This design comes from an exercise in tuning for small area, a short achievable clock period and few clock cycles on the open sky130 flow, not from production work.
For this run, only the layout was checked, not whether the RTL still works.
Power figures rest on the tool's default switching activity, not on a simulated workload.

$ cat flow/run.sh
#!/bin/bash
# synth_recipe.tcl (not shown) runs the flow's synth.tcl, then flattens the netlist and writes it again
# the make line also repeats each setting of config.mk as NAME=value (left out here)
make -C /OpenROAD-flow-scripts/flow DESIGN_CONFIG=/design/flow/config.mk WORK_HOME=/design/flow/orfs CLKGATE_MAP_FILE= SYNTH_SCRIPT=/design/flow/synth_recipe.tcl finish
$ cat flow/config.mk
export PLATFORM = sky130hd
export DESIGN_NAME = rw32_core
export DESIGN_NICKNAME = rw32_core
export VERILOG_FILES = /design/flow/design.v
export SDC_FILE = /design/flow/constraint.sdc
export NUM_CORES = 4
export LEC_CHECK = 0
export CAP_MARGIN = 20
export CORE_MARGIN = 2
export CORE_UTILIZATION = 40
export SLEW_MARGIN = 20
$ cat flow/constraint.sdc
create_clock -name core_clock -period 12.0 [get_ports {clk}]
set_input_delay 2.4000 -clock core_clock [delete_from_list [all_inputs] [get_ports {clk}]]
set_output_delay 2.4000 -clock core_clock [all_outputs]
set_load 0.01 [all_outputs]
$ cat flow/design.v
module rw32_core (
    input             clk,
    input             rst,
    input             step_valid,
    output            step_ready,
    output reg        done,
    output reg [2:0]  out_code,
    output reg [31:0] out_addr,
    output reg [31:0] out_target,
    output reg [3:0]  out_len,
    output reg        out_width4,
    output reg [1:0]  out_kind,
    output reg        out_diag,
    output reg        halted,
    input             host_we,
    input      [3:0]  host_sel,
    input      [31:0] host_wdata,
    input      [31:0] mem_size,
    output            mem_req,
    output            mem_we,
    output     [31:0] mem_addr,
    output     [31:0] mem_wdata,
    input             mem_ack,
    input      [31:0] mem_rdata,
    output            imp_req,
    output     [31:0] imp_target,
    input             imp_ack,
    input      [1:0]  imp_kind,
    input             imp_fail,
    input      [31:0] imp_eax,
    input      [31:0] imp_esp,
    output     [31:0] eax,
    output     [31:0] ecx,
    output     [31:0] edx,
    output     [31:0] ebx,
    output     [31:0] esp,
    output     [31:0] ebp,
    output     [31:0] esi,
    output     [31:0] edi,
    output     [31:0] eip,
    output     [15:0] cs,
    output     [15:0] ds,
    output     [15:0] es,
    output     [15:0] fs,
    output     [15:0] gs,
    output     [15:0] ss
);
    localparam OC_OK = 3'd0, OC_UNSUP = 3'd1, OC_MF = 3'd2, OC_CV = 3'd3, OC_HF = 3'd4;
    localparam MK_FETCH = 2'd0, MK_READ = 2'd1, MK_WRITE = 2'd2;
    localparam F_NONE      = 5'd0,
               F_ENTER     = 5'd1,
               F_CALL_REL  = 5'd2,
               F_CALL_M    = 5'd3,
               F_RET       = 5'd4,
               F_JMP       = 5'd5,
               F_PUSH_I8   = 5'd6,
               F_PUSH_I32  = 5'd7,
               F_PUSH_R    = 5'd8,
               F_PUSH_M    = 5'd9,
               F_POP_R     = 5'd10,
               F_MOV_MI    = 5'd11,
               F_MOV_OE    = 5'd12,   
               F_MOV_EO    = 5'd13,   
               F_MOV_RMR   = 5'd14,   
               F_MOV_RRM   = 5'd15,   
               F_AND       = 5'd16,
               F_SUB       = 5'd17,
               F_LEA       = 5'd18;
    localparam S_IDLE  = 3'd0,
               S_DEC   = 3'd1,
               S_FETCH = 3'd2,
               S_EXEC  = 3'd3,
               S_RD    = 3'd4,
               S_EXEC2 = 3'd5,
               S_IMP   = 3'd6,
               S_WR    = 3'd7;
    reg [31:0] x [0:7];
    reg [31:0] eip_r;
    reg [15:0] seg [0:5];
    assign eax = x[0];
    assign ecx = x[1];
    assign edx = x[2];
    assign ebx = x[3];
    assign esp = x[4];
    assign ebp = x[5];
    assign esi = x[6];
    assign edi = x[7];
    assign eip = eip_r;
    assign cs  = seg[0];
    assign ds  = seg[1];
    assign es  = seg[2];
    assign fs  = seg[3];
    assign gs  = seg[4];
    assign ss  = seg[5];
    reg [2:0]  state;
    reg [31:0] start;        
    reg [7:0]  ib [0:10];    
    reg [3:0]  nb;           
    reg [31:0] maddr;        
    reg [31:0] wdata;        
    reg [31:0] tmp;          
    assign step_ready = (state == S_IDLE);
    wire [7:0] b0  = ib[0];
    wire [7:0] mrm = ib[1];
    wire [7:0] sib = ib[2];
    wire [1:0] md  = mrm[7:6];
    wire [2:0] rg  = mrm[5:3];
    wire [2:0] rm  = mrm[2:0];
    wire op_modrm = (b0 == 8'h81) || (b0 == 8'h83) || (b0 == 8'h89) || (b0 == 8'h8B) ||
                    (b0 == 8'h8D) || (b0 == 8'hC7) || (b0 == 8'hFF);
    reg [4:0] form;
    always @* begin
        form = F_NONE;
        if (b0[7:3] == 5'b01010)      form = F_PUSH_R;
        else if (b0[7:3] == 5'b01011) form = F_POP_R;
        else case (b0)
            8'hC3: form = F_RET;
            8'h6A: form = F_PUSH_I8;
            8'h68: form = F_PUSH_I32;
            8'hE8: form = F_CALL_REL;
            8'hE9: form = F_JMP;
            8'hA1: form = F_MOV_EO;
            8'hA3: form = F_MOV_OE;
            8'hC8: form = F_ENTER;
            8'h81: if (rg == 3'd5 && md == 2'd3) form = F_SUB;
            8'h83: if (rg == 3'd4 && md == 2'd3) form = F_AND;
            8'h89: if (md == 2'd3) form = F_MOV_RMR;
            8'h8B: if (md == 2'd3) form = F_MOV_RRM;
            8'h8D: if (md != 2'd3) form = F_LEA;
            8'hC7: if (rg == 3'd0 && md != 2'd3) form = F_MOV_MI;
            8'hFF: if (md != 2'd3) begin
                       if (rg == 3'd2)      form = F_CALL_M;
                       else if (rg == 3'd6) form = F_PUSH_M;
                   end
            default: form = F_NONE;
        endcase
    end
    wire       has_sib  = (md != 2'd3) && (rm == 3'd4);
    wire [2:0] disp_len = (md == 2'd1) ? 3'd1 :
                          (md == 2'd2) ? 3'd4 :
                          (md == 2'd0 && (rm == 3'd5 || (rm == 3'd4 && sib[2:0] == 3'd5))) ? 3'd4 :
                          3'd0;
    wire [2:0] imm_len  = (b0 == 8'h81) ? 3'd4 :
                          (b0 == 8'h83) ? 3'd1 :
                          (b0 == 8'hC7) ? 3'd4 : 3'd0;
    reg       dec_unsup;
    reg       dec_len_ok;
    reg [3:0] dec_len;
    always @* begin
        dec_unsup  = 1'b0;
        dec_len_ok = 1'b0;
        dec_len    = 4'd0;
        if (nb != 4'd0) begin
            if (op_modrm) begin
                if (nb >= 4'd2) begin
                    if (form == F_NONE)
                        dec_unsup = 1'b1;
                    else if (md == 2'd3) begin
                        dec_len_ok = 1'b1;
                        dec_len    = 4'd2 + {1'b0, imm_len};
                    end else if (!has_sib || nb >= 4'd3) begin
                        dec_len_ok = 1'b1;
                        dec_len    = 4'd2 + {3'd0, has_sib} + {1'b0, disp_len} + {1'b0, imm_len};
                    end
                end
            end else begin
                case (form)
                    F_PUSH_R, F_POP_R, F_RET: begin dec_len_ok = 1'b1; dec_len = 4'd1; end
                    F_PUSH_I8:                begin dec_len_ok = 1'b1; dec_len = 4'd2; end
                    F_ENTER:                  begin dec_len_ok = 1'b1; dec_len = 4'd4; end
                    F_PUSH_I32, F_CALL_REL, F_JMP, F_MOV_EO, F_MOV_OE:
                                              begin dec_len_ok = 1'b1; dec_len = 4'd5; end
                    default:                  dec_unsup = 1'b1;
                endcase
            end
        end
    end
    wire call_index = (form == F_CALL_M) && has_sib && (sib[5:3] != 3'd4);
    function [31:0] le32;
        input [3:0] off;
        begin
            le32 = {ib[off + 4'd3], ib[off + 4'd2], ib[off + 4'd1], ib[off]};
        end
    endfunction
    wire [3:0]  disp_off = has_sib ? 4'd3 : 4'd2;
    wire [31:0] disp32   = le32(disp_off);
    wire [7:0]  disp8    = ib[disp_off];
    wire [31:0] disp     = (md == 2'd1) ? {{24{disp8[7]}}, disp8} :
                           (disp_len == 3'd4) ? disp32 : 32'd0;
    wire [31:0] imm_op1  = le32(4'd1);                        
    wire [31:0] imm_sub  = le32(4'd2);                        
    wire [31:0] imm_movi = le32(disp_off + {1'b0, disp_len});  
    wire [7:0]  imm8_and = ib[2];
    wire [7:0]  imm8_psh = ib[1];
    wire [15:0] imm16    = {ib[2], ib[1]};
    wire       base_none = has_sib ? (md == 2'd0 && sib[2:0] == 3'd5) : (md == 2'd0 && rm == 3'd5);
    wire [2:0] base_reg  = has_sib ? sib[2:0] : rm;
    wire       idx_none  = !has_sib || (sib[5:3] == 3'd4);
    wire [2:0] idx_reg   = sib[5:3];
    wire [1:0] scale     = has_sib ? sib[7:6] : 2'd0;
    wire [31:0] ea = (base_none ? 32'd0 : x[base_reg]) +
                     (idx_none  ? 32'd0 : x[idx_reg]) + disp;
    wire [31:0] next_ip  = start + {28'd0, dec_len};
    wire [31:0] rel_tgt  = next_ip + imm_op1;
    wire [2:0]  op_reg   = b0[2:0];       
    wire [31:0] fetch_addr = start + {28'd0, nb};
    wire        fetch_oob  = (fetch_addr >= mem_size);
    function in4;
        input [31:0] a;
        input [31:0] sz;
        begin
            in4 = ({1'b0, a} + 33'd4) <= {1'b0, sz};
        end
    endfunction
    assign mem_req    = (state == S_FETCH) || (state == S_RD) || (state == S_WR);
    assign mem_we     = (state == S_WR);
    assign mem_addr   = (state == S_FETCH) ? fetch_addr : maddr;
    assign mem_wdata  = wdata;
    assign imp_req    = (state == S_IMP);
    assign imp_target = tmp;
    wire [31:0] esp_m4 = x[4] - 32'd4;
    integer i;
    always @(posedge clk) begin
        if (rst) begin
            state    <= S_IDLE;
            done     <= 1'b0;
            halted   <= 1'b0;
            out_code <= OC_OK;
            out_addr <= 32'd0;
            out_target <= 32'd0;
            out_len  <= 4'd0;
            out_width4 <= 1'b0;
            out_kind <= 2'd0;
            out_diag <= 1'b0;
            eip_r    <= 32'd0;
            for (i = 0; i < 8; i = i + 1) x[i] <= 32'd0;
            for (i = 0; i < 6; i = i + 1) seg[i] <= 16'd0;
            nb       <= 4'd0;
            start    <= 32'd0;
            maddr    <= 32'd0;
            wdata    <= 32'd0;
            tmp      <= 32'd0;
            for (i = 0; i < 11; i = i + 1) ib[i] <= 8'd0;
        end else begin
            done <= 1'b0;
            case (state)
            S_IDLE: begin
                if (step_valid) begin
                    if (halted) begin
                        done <= 1'b1;              
                    end else begin
                        start <= eip_r;
                        nb    <= 4'd0;
                        state <= S_DEC;
                    end
                end else if (host_we) begin
                    if (host_sel < 4'd8)       x[host_sel[2:0]] <= host_wdata;
                    else if (host_sel == 4'd8) eip_r <= host_wdata;
                    else case (host_sel)
                        4'd9:    seg[0] <= host_wdata[15:0];
                        4'd10:   seg[1] <= host_wdata[15:0];
                        4'd11:   seg[2] <= host_wdata[15:0];
                        4'd12:   seg[3] <= host_wdata[15:0];
                        4'd13:   seg[4] <= host_wdata[15:0];
                        4'd14:   seg[5] <= host_wdata[15:0];
                        default: ;
                    endcase
                end
            end
            S_DEC: begin
                if (dec_unsup) begin
                    finish(OC_UNSUP);
                    out_addr <= start;
                    out_len  <= nb;
                end else if (dec_len_ok && nb == dec_len) begin
                    if (call_index) begin
                        finish(OC_UNSUP);
                        out_addr <= start;
                        out_len  <= nb;
                    end else begin
                        eip_r <= next_ip;
                        state <= S_EXEC;
                    end
                end else if (fetch_oob) begin
                    finish(OC_MF);
                    out_addr   <= fetch_addr;
                    out_width4 <= 1'b0;
                    out_kind   <= MK_FETCH;
                end else begin
                    state <= S_FETCH;
                end
            end
            S_FETCH: begin
                if (mem_ack) begin
                    ib[nb] <= mem_rdata[7:0];
                    nb     <= nb + 4'd1;
                    state  <= S_DEC;
                end
            end
            S_EXEC: begin
                case (form)
                    F_PUSH_R:   push(x[op_reg]);
                    F_PUSH_I8:  push({{24{imm8_psh[7]}}, imm8_psh});
                    F_PUSH_I32: push(imm_op1);
                    F_ENTER:    push(x[5]);
                    F_CALL_REL: push(eip_r);
                    F_JMP: begin
                        eip_r <= rel_tgt;
                        finish(OC_OK);
                    end
                    F_RET, F_POP_R: read(x[4]);
                    F_MOV_EO:   read(imm_op1);
                    F_MOV_OE:   write(imm_op1, x[0]);
                    F_CALL_M, F_PUSH_M, F_MOV_MI, F_LEA: begin
                        if (scale != 2'd0) begin
                            finish(OC_CV);
                            halted   <= 1'b1;
                            out_kind <= 2'd0;
                        end else begin
                            case (form)
                                F_CALL_M, F_PUSH_M: read(ea);
                                F_MOV_MI:           write(ea, imm_movi);
                                default: begin
                                    x[rg] <= ea;
                                    finish(OC_OK);
                                end
                            endcase
                        end
                    end
                    F_MOV_RMR: begin x[rm] <= x[rg]; finish(OC_OK); end
                    F_MOV_RRM: begin x[rg] <= x[rm]; finish(OC_OK); end
                    F_AND: begin x[rm] <= x[rm] & {24'd0, imm8_and}; finish(OC_OK); end
                    F_SUB: begin x[rm] <= x[rm] - imm_sub; finish(OC_OK); end
                    default: finish(OC_OK);
                endcase
            end
            S_RD: begin
                if (mem_ack) begin
                    tmp   <= mem_rdata;
                    state <= S_EXEC2;
                end
            end
            S_EXEC2: begin
                case (form)
                    F_POP_R: begin
                        x[4] <= x[4] + 32'd4;
                        x[op_reg] <= tmp;           
                        finish(OC_OK);
                    end
                    F_RET: begin
                        x[4]  <= x[4] + 32'd4;
                        eip_r <= tmp;
                        finish(OC_OK);
                    end
                    F_MOV_EO: begin
                        x[0] <= tmp;
                        finish(OC_OK);
                    end
                    F_PUSH_M: push(tmp);
                    default:  state <= S_IMP;       
                endcase
            end
            S_IMP: begin
                if (imp_ack) begin
                    if (imp_kind[1]) begin          
                        finish(OC_OK);
                        out_diag   <= 1'b1;
                        out_addr   <= maddr;
                        out_target <= tmp;
                    end else if (imp_kind[0]) begin  
                        if (imp_fail) begin
                            finish(OC_HF);
                            halted     <= 1'b1;
                            out_addr   <= maddr;
                            out_target <= tmp;
                        end else begin
                            x[0] <= imp_eax;
                            x[4] <= imp_esp;
                            finish(OC_OK);
                        end
                    end else begin                  
                        push(eip_r);
                    end
                end
            end
            S_WR: begin
                if (mem_ack) begin
                    case (form)
                        F_ENTER: begin
                            x[5] <= x[4];
                            x[4] <= x[4] - {16'd0, imm16};
                        end
                        F_CALL_REL: eip_r <= rel_tgt;
                        F_CALL_M:   eip_r <= tmp;
                        default: ;
                    endcase
                    finish(OC_OK);
                end
            end
            default: state <= S_IDLE;
            endcase
        end
    end
    task finish;
        input [2:0] code;
        begin
            done     <= 1'b1;
            out_code <= code;
            out_diag <= 1'b0;
            state    <= S_IDLE;
        end
    endtask
    task push;
        input [31:0] v;
        begin
            x[4] <= esp_m4;
            write(esp_m4, v);
        end
    endtask
    task write;
        input [31:0] a;
        input [31:0] v;
        begin
            if (in4(a, mem_size)) begin
                maddr <= a;
                wdata <= v;
                state <= S_WR;
            end else begin
                finish(OC_MF);
                out_addr   <= a;
                out_width4 <= 1'b1;
                out_kind   <= MK_WRITE;
            end
        end
    endtask
    task read;
        input [31:0] a;
        begin
            if (in4(a, mem_size)) begin
                maddr <= a;
                state <= S_RD;
            end else begin
                finish(OC_MF);
                out_addr   <= a;
                out_width4 <= 1'b1;
                out_kind   <= MK_READ;
            end
        end
    endtask
endmodule
==> summary.txt <==
Critical path
  • Worst reg2reg path depth: 34
  • Cell family with most CP delay: compound AO/OA/AOI/OAI gates
  • CP bufs+invs: 5
  • CP Max Fanout: 21
  • R2R Path End: maddr[8]
  • Worst setup EP type: flop
  • Most frequent cell on the critical path: buf_4
  • FF-to-FF setup slack: 1020 ps
  • Crit Path Category: reg -> reg
  • Reg2reg start: ib[1][6]
  • Slowest-stage cell, CP: edfxtp_1
  • CP max stage delay: 870 ps
  • Worst endpoint required time: 12600 ps
  • WP data arrival: 11580 ps
  • Crit start category: flop

CTS
  • Worst skew pair latency: 760 ps
  • Max clock buf depth: 3
  • Postcts setup bufs: 0
  • CTS tree: built
  • Clock Pin Slew Worst Setup and Hold Paths: 60 ps
  • H-tree levels: 3
  • PostCTS Resize Cnt: 0
  • Clock Sinks: 724
  • Clock Root Buffer: clkbuf_16
  • CTS Hold Bufs: 0
  • CTS Buf Count: 86

Logic synthesis
  • Cell taking the most area after synthesis: edfxtp_1
  • Syn_nets: 7633
  • EDFF count, synth: 376
  • Netlist cell types: 103
  • Synth Area in XOR/XNOR: 0.0425
  • Main combinational cell family by area after synthesis: compound AO/OA/AOI/OAI gates
  • Synth top area share: 0.179
  • Complex-gate fraction of the synthesized area: 0.199
  • Post-synthesis mux area share: 0.176
  • Synth Area in Simple Gates: 0.174
  • Synthesized flop and latch total: 724
  • Main area contributors after synthesis: edfxtp_1 18%, mux4_2 14%, dfxtp_1 11%, nand2_1 6.9%, ha_1 5.9%
  • Synth Flop Type: edfxtp_1
  • Synthesis warning total: 2
  • Cell Area, Synth: 0.0630 sq mm
  • Avg Synthesized Cell Area: 8.85 sq um
  • Sequential area share after synthesis: 0.290
  • Cells after Synth: 7125
  • Adder and majority gate portion of the synthesized area: 0.0712
  • Post-synth ARST share: 0

Route
  • WL/cell: 41.7 microns
  • Max layer used: met5
  • Total wire length: 409 mm
  • Drt first pass iters: 9
  • Met3 WL post-DR: 59.2 mm
  • Final ANT Viol Nets: 0
  • Routed met1 length: 144 mm
  • DR WL met2: 166 mm
  • Via-per-instance ratio: 7.17
  • Via Count: 70.4k
  • Final routed DRC violation total: 0
  • 1st-iter DRT viols: 12.7k

Global routing
  • Vias in the first global route: 64.2k
  • Aggregate global routing overflow: 0
  • Initial antenna violation count: 35
  • Total GRT Usage: 0.489
  • Largest net degree at the start of global routing: 112
  • First-pass GRT wire length: 547 mm

STA
  • Tmin final: 10980 ps
  • Period utilisation layout: 0.915
  • Slew margin rel.: 0.0889
  • Sum of negative setup slack: 0 ps
  • Worst Tran Pin Value: 1370 ps
  • Slew Viols, Final: 0
  • Fin. Hold Viols: 0
  • Endpoints failing setup: 0
  • Clk_skew: 25.8 ps
  • F_max: 0.0910 GHz
  • Unrepaired setup endpoints after global routing: no

Placement
  • GPL Wtd Cong: 1.09
  • PortBufs: 733
  • Post-detailed-placement half-perimeter wirelength: 308 mm
  • Placed Cells incl. Taps: 9624

Layout
  • Fill cells: 15.1k
  • NumNets Final: 8175
  • Synthesis-to-layout area growth: 21.6%
  • Post-route insts no fill: 9821
  • Multi-input logic area: 0.0422 sq mm
  • Share of layout cells above drive strength 1: 0.133
  • Register area: 0.0183 sq mm

Floorplanning
  • Io pins: 734
  • Initial Util: 0.403
  • Die area: 0.161 sq mm
  • DIE HEIGHT: 401 microns
  • Chip Width: 401 microns
  • Core area: 0.156 sq mm
  • Core Rows: 145

Status
  • Status: timing/DRC/antenna clean

Hold path
  • Min-Delay Path Depth: 2
  • Min-delay src: out_target[8]
  • Worst hold endpoint: out_target[8]
  • Worst hold path type: reg -> reg

Pwr
  • Worst VDD drop: 0.125 mV
  • P_leak: 28.4 nW
  • Total Power: 9.56 mW
  • PwrDens: 125 mW/mm^2

Flow run
  • Maximum capacitance violations: 0
==> power by group <==
part           switching (mW)  internal [mW]  total [mW]
Clock                    1.25           1.61        2.87
Sequential              0.411           2.79        3.20
Combinational            2.23           1.26        3.49
Total                    3.90           5.66        9.56
==> metal layers <==
| layer | vias up | track usage |
|---|---|---|
| met1 | 34600 | 0.590 |
| met5 | - | 0.00684 |
| met2 | 6379 | 0.692 |
| met3 | 1629 | 0.194 |
| met4 | 16 | 0.384 |
| li1 | 27800 | - |
==> tightest hold or removal path: stages, from the launching register on <==
cell     delay [ps]
dfxtp_1         300
nand2_1          50
a21oi_1          50
==> cells by family (layout without fill, tap and decap cells) <==
group | count (synthesis) | count (layout)
DFF | 724 | 724
other | 0 | 28
muxes | 608 | 608
adders and majority gates | 335 | 335
xor gates and xnor gates | 306 | 306
AOI/OAI and AO/OA | 1883 | 1883
and+or+nand+nor | 2483 | 2483
buffers and inverters | 786 | 1396
==> state kept, by name, indices dropped and copies added (netlist names), 2 cells and up <==
name	cells
start	32
state	3
out_addr	32
maddr	32
x	256
out_code	3
out_target	32
tmp	32
wdata	32
ib	128
nb	4
eip_r	32
out_kind	2
out_len	4
seg	96
==> worst max path at each step <==
stage | to | start | cells past startpoint | slack [ps]
floorplan | maddr[26] | ib[1][7] | 35 | 3010
finish | maddr[8] | ib[1][6] | 34 | 1020
global route | maddr[5] | ib[1][6] | 34 | 440
detailed placement | maddr[5] | ib[1][6] | 34 | 1270
global placement | maddr[6] | ib[1][6] | 34 | 1360
CTS | maddr[8] | ib[1][6] | 34 | 1210
==> synthesized netlist by cell type (27+ instances only) <==
library cell     n
nand2_1       1151
nor2_1         629
a21oi_1        538
clkbuf_1       479
mux4_2         396
edfxtp_1       376
dfxtp_1        348
o21ai_0        344
ha_1           296
xnor2_1        201
inv_1          195
mux2i_1        183
nand3_1        165
nor3_1         130
a21o_1         116
o211ai_1       114
xor2_1         105
a211oi_1        82
a222oi_1        71
o22ai_1         69
buf_1           67
a22oi_1         65
nand4_1         64
a31oi_1         59
and2_1          53
nor4_1          48
o221ai_1        42
nand2b_1        41
a221oi_1        40
fa_1            39
or3_1           34
and3_1          30
mux2_2          29
nor2b_1         29
o21a_1          29
buf_2           27
o31ai_1         27
==> metrics by stage <==
step / utilization / cell area (sq um) / setup slack [ps] / hold slack (ps)
after floorplan: - / 63000 / 3010 / 458
after global placement: 0.469 / 73300 / 1360 / 442
after detailed placement: 0.469 / 73400 / 1270 / 446
after CTS: 0.488 / 76400 / 1210 / 455
after global routing: 0.490 / 76600 / 444 / 474
final: 0.490 / 76700 / 1020 / 454
==> layout by cell type (no fill, tap or decap), types with 201 or more instances in the layout <==
cell type | Yosys | routed
dfxtp_1 | 348 | 347
ha_1 | 296 | 295
nor2_1 | 629 | 618
clkdlybuf4s50_1 | 0 | 732
xnor2_1 | 201 | 201
o21ai_0 | 344 | 339
edfxtp_1 | 376 | 376
a21oi_1 | 538 | 528
buf_4 | 2 | 282
nand2_1 | 1151 | 1141
mux4_2 | 396 | 396
==> layout make-up <==
cell class	count	share of cell area
clock buffer	109	0.0304
inverter	202	0.00991
timing repair buffer	1038	0.127
tap	2058	0.0336
antenna	28	0.000914
sequential	724	0.238
multi-input combinational	5615	0.551
clock inverter	47	0.00860

-- re-timing with driven ports --
The results above use ideal ports. As a check the final layout listed here was re-extracted and re-timed, cells and wires unchanged.
Step 1: set_driving_cell puts a clkbuf_16 on clk and a buf_2 on each other input, an assumption about the parent block.
Step 2 times the ports against the registers' clock, not the clock port: input delays grow and output delays shrink by t, the midpoint of the rising clock arrivals with the driver on.
Slacks: no drivers / after step 1 / after step 2; pairs: no drivers / after step 1.
shift t [ns]: 0.843
setup slack, ns: 1.015 / 1.015 / 1.015
worst setup path at the end: register to register
slew at the worst register clock pin (ns): 0.07 / 0.07
After both steps this run still meets setup and hold. For this run, drivers alone change the setup slack by 0.000 ns; drivers and shift together by 0.000 ns.
